What follows belongs to an exercise in optimizing a design on an open flow for small area, a short achievable clock period and few clock cycles; a production flow would make more cautious choices.
The RTL was checked by simulation tests, not by an equivalence proof against the original design.
Power is estimated from default activity; no workload was simulated.

Setup of lagoon:
// duck_core
module duck_core (
    input  wire        clk,
    input  wire        rst,           
    input  wire        start,         
    input  wire [31:0] start_addr,
    output reg         mem_en,
    output reg         mem_we,
    output reg  [9:0]  mem_addr,
    output reg  [31:0] mem_wdata,
    input  wire [31:0] mem_rdata,
    output wire        trace_valid,
    output wire [31:0] trace_pc,
    output wire [31:0] trace_word,
    output wire [1:0]  state,         
    output wire [3:0]  cond,
    output wire [2:0]  fault_cause,
    output wire [31:0] fault_addr,
    output wire [31:0] fault_word,
    input  wire [3:0]  dbg_raddr,
    output wire [31:0] dbg_rdata
);
    localparam OP_HALT = 6'd0, OP_LOAD = 6'd1, OP_STORE = 6'd2, OP_ADD = 6'd3,
               OP_SUB  = 6'd5, OP_MUL  = 6'd6, OP_DIV   = 6'd7;
    localparam ST_RUN = 2'd0, ST_HALT = 2'd1, ST_FAULT = 2'd2;
    reg  [1:0]  st;
    reg  [31:0] pc;           
    reg  [31:0] regs [1:14];
    reg  [3:0]  cond_q;
    reg  [31:0] ir;
    reg         irv;          
    reg         ifv;          
    reg  [9:0]  ifa;          
    reg         lwb;          
    reg         lredo;        
    reg         swb;          
    reg  [3:0]  ls_rt;
    reg  [31:0] res_q;        
    reg         ls_oor;       
    reg  [2:0]  fcause;
    wire running = (st == ST_RUN);
    wire [5:0] op   = ir[31:26];
    wire [3:0] pred = ir[25:22];
    wire [3:0] rt   = ir[21:18];
    wire [3:0] rs1  = ir[17:14];
    wire [3:0] rs2  = ir[13:10];
    wire [9:0] off  = ir[9:0];
  ...
For scale: ~8,600 cells after synthesis, about 290 I/O pins, roughly 70,000 sq um of cells after synthesis.
==> flow/config.mk <==
export PLATFORM = sky130hd
export DESIGN_NAME = duck_core
export DESIGN_NICKNAME = duck_core
export VERILOG_FILES = /design/flow/design.v
export SDC_FILE = /design/flow/constraint.sdc
export NUM_CORES = 4
export LEC_CHECK = 0
export CAP_MARGIN = 20
export CORE_MARGIN = 2
export CORE_UTILIZATION = 40
export GPL_TIMING_DRIVEN = 1
export PLACE_DENSITY = 0.6
export SLEW_MARGIN = 20
==> flow/constraint.sdc <==
create_clock -name core_clock -period 22.0 [get_ports {clk}]
set_input_delay 4.4000 -clock core_clock [delete_from_list [all_inputs] [get_ports {clk}]]
set_output_delay 4.4000 -clock core_clock [all_outputs]
set_load 0.01 [all_outputs]
standard.sh (not shown) runs the stock make flow with config.mk's settings and CLKGATE_MAP_FILE= SYNTH_SCRIPT=/design/flow/synth_recipe.tcl, a recipe that flattens the netlist after the stock synthesis.
==> flow/flow/run.sh <==
#!/bin/bash
set -euo pipefail
export BUFFER_PORTS_ARGS="-buffer_cell sky130_fd_sc_hd__buf_2"
export SETUP_SLACK_MARGIN=11.5
bash standard.sh > standard_flow.log 2>&1
Testbench counts of lagoon, summed over its fixed seeds: cycles 77,691.
#### Input delta (cedar over lagoon)
# lagoon
export LEC_CHECK = 0
export CAP_MARGIN = 20
export CORE_MARGIN = 2
export CORE_UTILIZATION = 40
export GPL_TIMING_DRIVEN = 1
export PLACE_DENSITY = 0.6
export SLEW_MARGIN = 20
create_clock -name core_clock -period 22.0 [get_ports {clk}]
# cedar
export LEC_CHECK = 0
export CAP_MARGIN = 20
export CORE_MARGIN = 2
export CORE_UTILIZATION = 40
export PLACE_DENSITY = 0.6
export SLEW_MARGIN = 20
create_clock -name core_clock -period 22.0 [get_ports {clk}]
==> comparison <==
cedar against lagoon: final cell count barely changed; combinational power essentially unchanged; number of placed instances, taps included neither gained nor lost much. cedar -> lagoon: synthesized cell count delta 0, exact match. Diff cedar..lagoon | antenna diode count | unchanged. Comparing lagoon against cedar, there is no change at all in routed wire length. From cedar to lagoon, total number of sequential cells did not move at all. Mean post-synth cell area: lagoon vs cedar identical.
Input changes introduced in yarrow (baseline for comparison: cedar):
==> flow/flow/run.sh <==
#!/bin/bash
set -euo pipefail
export BUFFER_PORTS_ARGS="-buffer_cell sky130_fd_sc_hd__buf_2"
export SETUP_SLACK_MARGIN=12.5
bash standard.sh > standard_flow.log 2>&1
[summary]
- [yarrow] post-route fraction of the period consumed by the critical path rose 1.1 points relative to cedar
- Against cedar as the reference, yarrow delivers a higher met1 track demand over resource in global routing.
- Compared with cedar, yarrow shows headroom to the max-slew limit higher by 2.7 points.
- yarrow — via count 1,706 higher, cedar as reference
- The cell with the largest stage delay on the worst path comes out nand4_1 in one run and a222oi_1 in the other, namely in yarrow and cedar respectively.
- Worst-case hold slack: yarrow vs cedar, no meaningful difference

-- separate check: timing with driven ports --
How much do the figures lean on ideal ports? The routed layouts below were timed once more, with nothing changed but the port constraints. Step 1, drivers: a clkbuf_16 drives clk and a buf_2 each remaining input, both assumed. Step 2 also shifts input and output timing later by t, the mid clock arrival at the registers, as if the neighbouring blocks saw the same clock. a / b / c = ideal / step 1 / step 2; a / b = the first two.
| run | shift t [ns] | setup slack, ns | worst hold slack (ns) | latest minus earliest clock arrival (ns) | worst slew at a driven data input, ns |
|---|---|---|---|---|---|
| lagoon | 0.899 | 11.378 / 11.297 / 11.297 | 0.457 / 0.457 / 0.457 | 0.073 / 0.073 | 0.14 |
| cedar | 0.899 | 11.378 / 11.297 / 11.297 | 0.457 / 0.457 / 0.457 | 0.073 / 0.073 | 0.14 |
| yarrow | 0.888 | 11.126 / 11.064 / 11.064 | 0.458 / 0.458 / 0.458 | 0.070 / 0.070 | 0.07 |
After both steps every run listed still meets setup and hold.
